What follows belongs to an exercise in optimizing a design on an open flow for small area; a production flow would make more cautious choices.
Function was checked by simulation only, so behaviour that the tests miss may differ from the original.
No activity file was given, so power comes from the tool's default toggle rates.

==> job 3397: inputs <==
## drive_state_fsm
module drive_state_fsm #(
    parameter [31:0] EXCL_CLS   = 32'h0000_0064, EXCL_INST   = 32'h0000_0001, EXCL_ATTR   = 32'h0000_2000,
    parameter [31:0] CW_CLS     = 32'h0000_0064, CW_INST     = 32'h0000_0001, CW_ATTR     = 32'h0000_6040,
    parameter [31:0] SW_CLS     = 32'h0000_0064, SW_INST     = 32'h0000_0001, SW_ATTR     = 32'h0000_6041,
    parameter [31:0] OPMODE_CLS = 32'h0000_0064, OPMODE_INST = 32'h0000_0001, OPMODE_ATTR = 32'h0000_6060,
    parameter [31:0] JOG_CLS    = 32'h0000_0065, JOG_INST    = 32'h0000_0002, JOG_ATTR    = 32'h0000_2101,
    parameter [31:0] JOGVEL_CLS = 32'h0000_0065, JOGVEL_INST = 32'h0000_0002, JOGVEL_ATTR = 32'h0000_60FF,
    parameter [31:0] POLL_TICKS        = 32'd100,    
    parameter [31:0] RETRY_DELAY_TICKS = 32'd500
) (
    input  wire        clk,
    input  wire        rst,             
    input  wire        tick,
    input  wire        cmd_valid,
    input  wire [63:0] cmd_word,
    output wire        cmd_ready,
    output reg         done,
    output wire [3:0]  res_code,
    output reg  [3:0]  res_op,
    output reg  [7:0]  res_detail,
    output reg  [15:0] res_sw,
    output reg         res_sw_valid,
    output reg  [2:0]  phase,
    output wire        busy,
    output reg  [15:0] last_sw,
    output reg         last_sw_valid,
    output wire        alarm_stop_fail,
    output reg         req_valid,
    output reg         req_write,       
    output reg  [31:0] req_cls,
    output reg  [31:0] req_inst,
    output reg  [31:0] req_attr,
    output reg  [2:0]  req_len,         
    output reg  [31:0] req_data,        
    input  wire        rsp_valid,
    input  wire        rsp_ok,
    input  wire [1:0]  rsp_len,         
    input  wire [15:0] rsp_data         
);
export LEC_CHECK = 0
export CAP_MARGIN = 20
export CORE_MARGIN = 2
export CORE_UTILIZATION = 40
export PLACE_DENSITY = 0.6
export SLEW_MARGIN = 20
export BUFFER_PORTS_ARGS = -buffer_cell sky130_fd_sc_hd__buf_1
export CTS_ARGS = -sink_clustering_enable -repair_clock_nets -dont_use_dummy_load -buf_list sky130_fd_sc_hd__clkbuf_8
export SKIP_REPAIR_TIE_FANOUT = 1
export GPL_TIMING_DRIVEN = 0
create_clock -name core_clock -period 10.0 [get_ports {clk}]
standard.sh (not shown) runs the stock make flow with config.mk's settings and CLKGATE_MAP_FILE= SYNTH_SCRIPT=/design/flow/synth_recipe.tcl, a recipe that flattens the netlist after the stock synthesis.
==> flow/flow/run.sh <==
#!/bin/bash
# Own layout flow: the standard flow (standard.sh, unchanged synthesis),
# with the port buffers made from the smallest buffer cell and a leaner clock tree.
set -euo pipefail
cat >> config.mk <<'EOC'
export BUFFER_PORTS_ARGS = -buffer_cell sky130_fd_sc_hd__buf_1
export CTS_ARGS = -sink_clustering_enable -repair_clock_nets -dont_use_dummy_load -buf_list sky130_fd_sc_hd__clkbuf_8
export SKIP_REPAIR_TIE_FANOUT = 1
export GPL_TIMING_DRIVEN = 0
EOC
bash standard.sh > standard.log 2>&1
==> job 4404: changes against job 3397 <==
--- a/flow/design.v
+++ b/flow/design.v
@@ -43,23 +43,24 @@
                      RC_ENCODING = 3'd3, RC_PHASE = 3'd4, RC_ILLEGAL = 3'd5,
                      RC_ARG = 3'd6, RC_NONE = 3'd7;
     localparam [2:0] PH_IDLE = 3'd0, PH_CLAIMED = 3'd1, PH_RTSO = 3'd2,
                      PH_SWON = 3'd3, PH_OPEN = 3'd4, PH_RELEASED = 3'd5;
     reg  [2:0]  op;         
     reg         slp;        
     reg         enrd;       
     reg  [1:0]  k;          
-    reg  [2:0]  aux;        
+    reg  [2:0]  mask;       
     reg  [7:0]  n;          
     reg  [31:0] W;          
+    reg  [7:0]  B;          
     reg  [31:0] C;          
     reg  [8:0]  P;          
+    reg         tz;         
     reg         ld;         
-    reg         Cov;        
     reg         stop_fail;
     reg  [2:0]  rc;
     assign busy            = (op != OP_NONE);
     assign cmd_ready       = ~busy;
     assign alarm_stop_fail = stop_fail;
     assign res_code        = {&rc, rc};
     wire [3:0] w_opc = cmd_word[3:0];
     wire z_hi = (cmd_word[63:32] == 32'd0);
@@ -76,88 +77,58 @@
             4'd6:    w_legal = z_z && z_b && z_h && z_hi;
             4'd4:    w_legal = z_z && z_hi;
             4'd7:    w_legal = z_z && z_h && (cmd_word[15:13] == 3'd0);
             default: w_legal = 1'b0;
         endcase
     end
     wire accept = cmd_valid && !busy;
     wire rsp    = rsp_valid && busy && !slp;
-    wire wake   = tick && slp && (&P);
+    wire wake   = tick && slp && (P == 9'd1);
     wire is_en   = (op == OP_ENABLE);
     wire wact    = (op == OP_WAITB) || (is_en && enrd);    
     wire rd_req  = wact || (op == OP_RDSTAT);              
     wire rd_sw   = rsp_ok && rsp_len[1];
     wire rd_enc  = rsp_ok && (rsp_len == 2'd1);
-    wire [7:0] B      = C[23:16];
-    wire [3:0] wb_sel = is_en ? {2'b00, n[1:0] - 2'd1} : {aux[1:0], k};
-    wire       wb_tgt = is_en | aux[2];
+    wire [3:0] wb_sel = is_en ? {2'b00, k - 2'd1} : B[3:0];
+    wire       wb_tgt = is_en | B[4];
     wire rd_match = rd_sw && (rsp_data[wb_sel] == wb_tgt);
-    wire        ldnow = rsp && (op == OP_CLAIM) && (k == 2'd2);
-    wire [31:0] Cm   = (ld | ldnow) ? ~W : C;
-    reg  [32:0] cy;
-    reg  [31:0] Cn;
-    integer     i;
-    always @(*) begin
-        cy[0] = tick && wact;
-        for (i = 0; i < 32; i = i + 1) begin
-            Cn[i]   = Cm[i] ^ cy[i];
-            cy[i+1] = Cm[i] & cy[i];
-        end
-    end
-    wire        dl   = Cov | (&C[31:1]);    
-    wire [2:0]  mask_n = rsp_ok ? n[2:0] : (n[2:0] | {k == 2'd3, k == 2'd2, k == 2'd1});
-    reg         n_adv;      
-    wire        n_up = n_adv && !(&n);
-    reg  [8:0]  Pn;
-    reg  [7:0]  n_inc;
-    reg  [9:0]  pcy;
-    reg  [8:0]  ncy;
-    always @(*) begin
-        pcy[0] = tick && slp;
-        for (i = 0; i < 9; i = i + 1) begin
-            Pn[i]    = P[i] ^ pcy[i];
-            pcy[i+1] = P[i] & pcy[i];
-        end
-        ncy[0] = n_up;
-        for (i = 0; i < 8; i = i + 1) begin
-            n_inc[i] = n[i] ^ ncy[i];
-            ncy[i+1] = n[i] & ncy[i];
-        end
-    end
-    localparam [8:0] P_POLL  = 9'd0 - POLL_TICKS[8:0];
-    localparam [8:0] P_RETRY = 9'd0 - RETRY_DELAY_TICKS[8:0];
+    wire [31:0] Cm   = ld ? ~W : C;
+    wire        Cinc = tick && wact && !(&Cm);
+    wire        dl   = &C[31:1];           
+    wire [2:0]  mask_n = rsp_ok ? mask : (mask | {k == 2'd3, k == 2'd2, k == 2'd1});
+    wire [7:0]  n_inc  = n + {7'd0, ~&n};
     localparam [2:0] R_EXCL = 3'd0, R_CW = 3'd1, R_SW = 3'd2, R_OPMODE = 3'd3,
                      R_JOG = 3'd4, R_JOGVEL = 3'd5;
     reg [2:0] rsel;
     always @(*) begin
         req_write = 1'b1;
         req_len   = 3'd2;
         req_data  = 32'd0;
         rsel      = R_JOG;
         case (op)
             OP_CLAIM: begin
                 if (k == 2'd1) begin
                     rsel = R_EXCL;   req_data = 32'd1;
                 end else if (k == 2'd2) begin
-                    rsel = R_OPMODE; req_data = {16'd0, ~C[15:0]};
+                    rsel = R_OPMODE; req_data = {16'd0, C[15:0]};
                 end else begin
-                    rsel = R_JOGVEL; req_data = ~C; req_len = 3'd4;
+                    rsel = R_JOGVEL; req_data = W; req_len = 3'd4;
                 end
             end
             OP_ENABLE: begin
                 if (enrd) begin
                     rsel = R_SW; req_write = 1'b0; req_len = 3'd0;
                 end else begin
                     rsel = R_CW;
-                    req_data = {28'd0, n[1:0] == 2'd3, 3'b110 | {2'b00, n[1:0] != 2'd1}};
+                    req_data = {28'd0, k == 2'd3, 3'b110 | {2'b00, k != 2'd1}};
                 end
             end
             OP_DISABLE: rsel = (k == 2'd1) ? R_JOG : (k == 2'd2) ? R_CW : R_EXCL;
-            OP_TRIG:    req_data = {16'd0, ~C[15:0]};
+            OP_TRIG:    req_data = {16'd0, C[15:0]};
             OP_STOP:    ;
             default: begin
                 rsel = R_SW; req_write = 1'b0; req_len = 3'd0;
             end
         endcase
         case (rsel)
             R_EXCL:   begin req_cls = EXCL_CLS;   req_inst = EXCL_INST;   req_attr = EXCL_ATTR;   end
             R_CW:     begin req_cls = CW_CLS;     req_inst = CW_INST;     req_attr = CW_ATTR;     end
@@ -165,56 +136,53 @@
             R_OPMODE: begin req_cls = OPMODE_CLS; req_inst = OPMODE_INST; req_attr = OPMODE_ATTR; end
             R_JOG:    begin req_cls = JOG_CLS;    req_inst = JOG_INST;    req_attr = JOG_ATTR;    end
             default:  begin req_cls = JOGVEL_CLS; req_inst = JOGVEL_INST; req_attr = JOGVEL_ATTR; end
         endcase
     end
     reg  [2:0]  op_n;
     reg         slp_n, enrd_n, ld_n, issue;
     reg  [1:0]  k_n;
-    reg  [2:0]  aux_n;
+    reg  [2:0]  mask_nx;
     reg  [7:0]  n_n;
     reg  [2:0]  phase_n;
     reg         sf_n;
     reg         lswv_clr;
     reg         slp_ld, slp_retry;
     reg         fin;
     reg  [2:0]  f_rc;
     reg  [3:0]  f_op;
-    reg         f_dz;        
+    reg  [7:0]  f_det;
     reg         f_cap;       
     wire        lsw_we  = rsp && rd_req && rd_sw;
     wire [15:0] lsw_n   = lsw_we ? rsp_data : last_sw;
     wire        lswv_n  = lsw_we | (last_sw_valid & ~lswv_clr);
     always @(*) begin
         op_n      = op;
         slp_n     = slp;
         enrd_n    = enrd;
         ld_n      = 1'b0;
         issue     = 1'b0;
         k_n       = k;
-        aux_n     = aux;
-        n_n       = n_inc;
-        n_adv     = 1'b0;
+        mask_nx   = mask;
+        n_n       = n;
         phase_n   = phase;
         sf_n      = stop_fail;
         lswv_clr  = 1'b0;
         slp_ld    = 1'b0;
         slp_retry = 1'b0;
         fin       = 1'b0;
         f_rc      = RC_OK;
         f_op      = {1'b0, op};
-        f_dz      = 1'b0;
+        f_det     = 8'd0;
         f_cap     = 1'b0;
         if (accept) begin
-            k_n     = (w_opc[2:0] == OP_WAITB) ? cmd_word[9:8] : 2'd1;
-            aux_n   = {cmd_word[12] | (z_hi & ~cmd_word[0]), cmd_word[11],
-                       cmd_word[10] | (cmd_word[8] & ~cmd_word[1])};
-            n_n     = {7'd0, ~(cmd_word[0] & ~cmd_word[2])};
-            f_dz    = 1'b1;
+            k_n     = 2'd1;
+            mask_nx = 3'd0;
+            n_n     = 8'd1;
             enrd_n  = 1'b0;
             f_op    = w_opc;
             if (!w_legal) begin
                 fin  = 1'b1;
                 f_rc = RC_ILLEGAL;
             end else begin
                 case (w_opc[2:0])
                     OP_CLAIM: begin
@@ -256,125 +224,129 @@
                     default: begin   
                         op_n = w_opc[2:0]; issue = 1'b1;
                     end
                 endcase
             end
         end else if (rsp) begin
             case (op)
                 OP_CLAIM: begin
-                    n_n     = {5'd0, mask_n};
+                    mask_nx = mask_n;
+                    f_det   = {5'd0, mask_n};
                     f_rc    = (mask_n == 3'd0) ? RC_OK : RC_TRANSPORT;
-                    if (!rsp_ok && aux[0]) begin
+                    if (!rsp_ok && B[0]) begin
                         fin = 1'b1;
                     end else if (k == 2'd3) begin
                         fin = 1'b1; phase_n = PH_CLAIMED;
                     end else begin
                         k_n = k + 2'd1; issue = 1'b1;
                     end
                 end
                 OP_DISABLE: begin
-                    n_n     = {5'd0, mask_n};
+                    mask_nx = mask_n;
+                    f_det   = {5'd0, mask_n};
                     f_rc    = (mask_n == 3'd0) ? RC_OK : RC_TRANSPORT;
                     if (k == 2'd1) sf_n = !rsp_ok;
                     if (k == 2'd3) begin
                         fin = 1'b1; phase_n = PH_RELEASED;
                     end else begin
                         k_n = k + 2'd1; issue = 1'b1;
                     end
                 end
                 OP_STOP: begin
-                    f_dz = 1'b1;
                     sf_n = !rsp_ok;
                     fin  = 1'b1;
                     f_rc = rsp_ok ? RC_OK : RC_TRANSPORT;
                 end
                 OP_TRIG: begin
+                    f_det = n;
                     if (rsp_ok) begin
                         fin = 1'b1;
                     end else if (n == B) begin
                         fin = 1'b1; f_rc = RC_TRANSPORT;
                     end else begin
                         slp_n = 1'b1; slp_ld = 1'b1; slp_retry = 1'b1;
                     end
                 end
                 OP_RDSTAT: begin
-                    f_dz  = 1'b1;
                     fin   = 1'b1;
                     f_cap = 1'b1;
                     f_rc  = rd_sw ? RC_OK : rd_enc ? RC_ENCODING : RC_TRANSPORT;
                 end
                 default: begin   
                     f_cap = 1'b1;
+                    f_det = is_en ? {6'd0, k} : n;
                     if (is_en && !enrd) begin
                         if (!rsp_ok) begin
                             fin = 1'b1; f_rc = RC_TRANSPORT;
                         end else begin
                             lswv_clr = 1'b1;
-                            if (aux[2]) begin
+                            if (tz) begin
                                 fin = 1'b1; f_rc = RC_TIMEOUT;
                             end else begin
                                 enrd_n = 1'b1; issue = 1'b1; ld_n = 1'b1;
                             end
                         end
                     end else begin
                         if (rd_enc) begin
                             fin = 1'b1; f_rc = RC_ENCODING;
                         end else if (rd_match) begin
                             if (is_en) begin
-                                phase_n = {1'b0, n[1:0]} + 3'd1;
-                                if (n[1:0] == 2'd3) begin
-                                    fin = 1'b1; f_dz = 1'b1;
+                                phase_n = {1'b0, k} + 3'd1;
+                                if (k == 2'd3) begin
+                                    fin = 1'b1; f_det = 8'd0;
                                 end else begin
-                                    n_adv = 1'b1; enrd_n = 1'b0; issue = 1'b1;
+                                    k_n = k + 2'd1; enrd_n = 1'b0; issue = 1'b1;
                                 end
                             end else begin
                                 fin = 1'b1;
                             end
                         end else begin
                             slp_n = 1'b1; slp_ld = 1'b1;
                         end
                     end
                 end
             endcase
         end else if (wake) begin
             slp_n = 1'b0;
             if (op == OP_TRIG) begin
-                issue = 1'b1; n_adv = 1'b1;
+                n_n = n + 8'd1; issue = 1'b1;
             end else begin
                 f_cap = 1'b1;
+                f_det = is_en ? {6'd0, k} : n;
                 if (dl) begin
                     fin = 1'b1; f_rc = RC_TIMEOUT;
                 end else begin
-                    issue = 1'b1; n_adv = !is_en;
+                    n_n = n_inc; issue = 1'b1;
                 end
             end
         end
         if (fin) begin
             op_n  = OP_NONE;
             slp_n = 1'b0;
         end
     end
     always @(posedge clk) begin
         ld   <= ld_n;
         k    <= k_n;
-        aux  <= aux_n;
+        mask <= mask_nx;
         n    <= n_n;
         if (accept) begin
             W  <= cmd_word[63:32];
+            B  <= cmd_word[15:8];
+            tz <= z_hi;
         end
         if (accept)
-            C[23:0] <= {cmd_word[15:8], ~cmd_word[31:16]};
+            C[15:0] <= cmd_word[31:16];
         else
-            C <= Cn;
-        Cov <= ~ld & (Cov | cy[32]);
+            C <= Cm + {31'd0, Cinc};
         if (slp_ld)
-            P <= slp_retry ? P_RETRY : P_POLL;
-        else
-            P <= Pn;
+            P <= slp_retry ? RETRY_DELAY_TICKS[8:0] : POLL_TICKS[8:0];
+        else if (tick && slp)
+            P <= P - 9'd1;
     end
     always @(posedge clk) begin
         if (rst) begin
             op            <= OP_NONE;
             slp           <= 1'b0;
             enrd          <= 1'b0;
             phase         <= PH_IDLE;
             stop_fail     <= 1'b0;
@@ -395,15 +367,15 @@
             stop_fail     <= sf_n;
             last_sw       <= lsw_n;
             last_sw_valid <= lswv_n;
             done          <= fin;
             req_valid     <= issue;
             if (fin) begin
                 rc           <= f_rc;
                 res_op       <= f_op;
-                res_detail   <= f_dz ? 8'd0 : n_n;
+                res_detail   <= f_det;
                 res_sw       <= f_cap ? lsw_n : 16'd0;
                 res_sw_valid <= f_cap & lswv_n;
             end
         end
     end
 endmodule
==> flow/run.sh (new file) <==
#!/bin/bash
# synth_recipe.tcl (not shown) runs the flow's synth.tcl, then flattens the netlist and writes it again
# the make line also repeats each setting of config.mk as NAME=value (left out here)
make -C /OpenROAD-flow-scripts/flow DESIGN_CONFIG=/design/flow/config.mk WORK_HOME=/design/flow/orfs CLKGATE_MAP_FILE= SYNTH_SCRIPT=/design/flow/synth_recipe.tcl finish
- BUFFER_PORTS_ARGS: -buffer_cell sky130_fd_sc_hd__buf_1 -> unset
- CTS_ARGS: -sink_clustering_enable -repair_clock_nets -dont_use_dummy_load -buf_list sky130_fd_sc_hd__clkbuf_8 -> unset
- GPL_TIMING_DRIVEN: 0 -> unset
- SKIP_REPAIR_TIE_FANOUT: 1 -> unset
removed: flow/flow/run.sh
removed: flow/standard.sh
==> job 2361: changes against job 3397 <==
==> flow/flow/run.sh (replaced) <==
#!/bin/bash
# Own layout flow: the standard flow (standard.sh, unchanged synthesis),
# with the port buffers made from the smallest buffer cell and a leaner clock tree.
set -euo pipefail
cat >> config.mk <<'EOC'
export BUFFER_PORTS_ARGS = -buffer_cell sky130_fd_sc_hd__buf_1
export CTS_ARGS = -sink_clustering_enable -repair_clock_nets -dont_use_dummy_load -buf_list sky130_fd_sc_hd__clkbuf_8
export SKIP_REPAIR_TIE_FANOUT = 1
EOC
bash standard.sh > standard.log 2>&1
- GPL_TIMING_DRIVEN: 0 -> unset
==> job 9376: changes against job 3397 <==
==> flow/flow/run.sh (replaced) <==
#!/bin/bash
# Own layout flow: the standard flow (standard.sh, unchanged synthesis),
# with the port buffers made from the smallest buffer cell and a leaner clock tree.
set -euo pipefail
cat >> config.mk <<'EOC'
export BUFFER_PORTS_ARGS = -buffer_cell sky130_fd_sc_hd__buf_1
export CTS_ARGS = -sink_clustering_enable -repair_clock_nets -dont_use_dummy_load -buf_list sky130_fd_sc_hd__clkbuf_8
export SKIP_REPAIR_TIE_FANOUT = 1

EOC
bash standard.sh > standard.log 2>&1
- CORE_UTILIZATION: 40 -> 60
- GPL_TIMING_DRIVEN: 0 -> unset
- PLACE_DENSITY: 0.6 -> 0.75
==> qor summary <==
Result of the run: job 4404 complete, no violations; job 3397 complete, no violations; job 9376 complete, no violations; job 2361 complete, no violations
Met1 layer wirelength in the final routing: job 4404 13000 um; job 3397 12300 um; job 9376 9890 um; job 2361 11200 um
Count of unique library cells instantiated by Yosys: job 4404 81; job 3397 72; job 9376 72; job 2361 72
Power of the combinational group: job 4404 141 uW; job 3397 166 uW; job 9376 133 uW; job 2361 134 uW
Transition at the pin with the smallest max-transition slack: job 4404 1110 ps; job 3397 1050 ps; job 9376 1030 ps; job 2361 1020 ps
Post-DP HPWL: job 4404 20800 um; job 3397 21500 um; job 9376 17200 um; job 2361 18800 um
Highest clock frequency the design can meet: job 4404 0.189 GHz; job 3397 0.104 GHz; job 9376 0.111 GHz; job 2361 0.112 GHz
Power in sequential cells: job 4404 707 uW; job 3397 666 uW; job 9376 666 uW; job 2361 667 uW
Mux cell area share after synthesis: job 4404 3.53%; job 3397 4.20%; job 9376 4.20%; job 2361 4.20%
Leak pwr: job 4404 4.25 nW; job 3397 4.09 nW; job 9376 3.57 nW; job 2361 3.57 nW
FP Rows: job 4404 55; job 3397 53; job 9376 43; job 2361 53
Routability-driven placement congestion ratio: job 4404 0.922; job 3397 0.975; job 9376 0.952; job 2361 0.906
Global-route wire length before repair: job 4404 43000 um; job 3397 40500 um; job 9376 34800 um; job 2361 37500 um
Via count of the first global-routing pass: job 4404 7540; job 3397 7054; job 9376 6678; job 2361 6663
Met3 Wirelength: job 4404 2370 um; job 3397 1960 um; job 9376 2110 um; job 2361 1170 um
Post-synthesis simple-gate area fraction: job 4404 20.5%; job 3397 20.0%; job 9376 20.0%; job 2361 20.0%
Via count: job 4404 8326; job 3397 7887; job 9376 7357; job 2361 7194
I/O Buffers: job 4404 193; job 3397 191; job 9376 193; job 2361 193
Power dissipated in the clock network: job 4404 660 uW; job 3397 355 uW; job 9376 339 uW; job 2361 346 uW
Met1 Track Usage GR: job 4404 33.1%; job 3397 32.3%; job 9376 41.0%; job 2361 29.4%
Clock network area share: job 4404 5.09%; job 3397 2.37%; job 9376 2.62%; job 2361 2.59%
Total standard cell area after synthesis: job 4404 9300 sq um; job 3397 8550 sq um; job 9376 8550 sq um; job 2361 8550 sq um
Critical Path Start: job 4404 op[0]$_SDFFE_PP0P_; job 3397 rsp_valid; job 9376 rsp_valid; job 2361 rsp_valid

-- port drivers added, routing unchanged --
How much do the figures lean on ideal ports? The routed layouts below were timed once more, with nothing changed but the port constraints. Step 1, drivers: a clkbuf_16 drives clk and a buf_2 each remaining input, both assumed. Step 2 adds t to the input delays and takes it off the output delays; t is the mean of the earliest and latest rising clock arrival at the registers after step 1. Input paths then give back, and output paths get back, about the clock's delay inside the block. Three values: ideal ports, drivers, drivers and shift; two values: the first two.
| run | t (ns) | setup slack, ns | worst register clock-pin slew, ns |
|---|---|---|---|
| job 3397 | 0.496 | 0.382 / 0.372 / -0.124 | 0.10 / 0.10 |
| job 4404 | 0.479 | 4.719 / 4.670 / 4.547 | 0.08 / 0.08 |
| job 2361 | 0.477 | 1.041 / 1.033 / 0.556 | 0.09 / 0.09 |
| job 9376 | 0.476 | 1.018 / 1.013 / 0.537 | 0.08 / 0.08 |
Met with ideal ports but missed after step 2: setup timing in job 3397. The setup slack of job 3397, which loses most, moves by -0.010 ns with the drivers and by -0.506 ns with both steps.
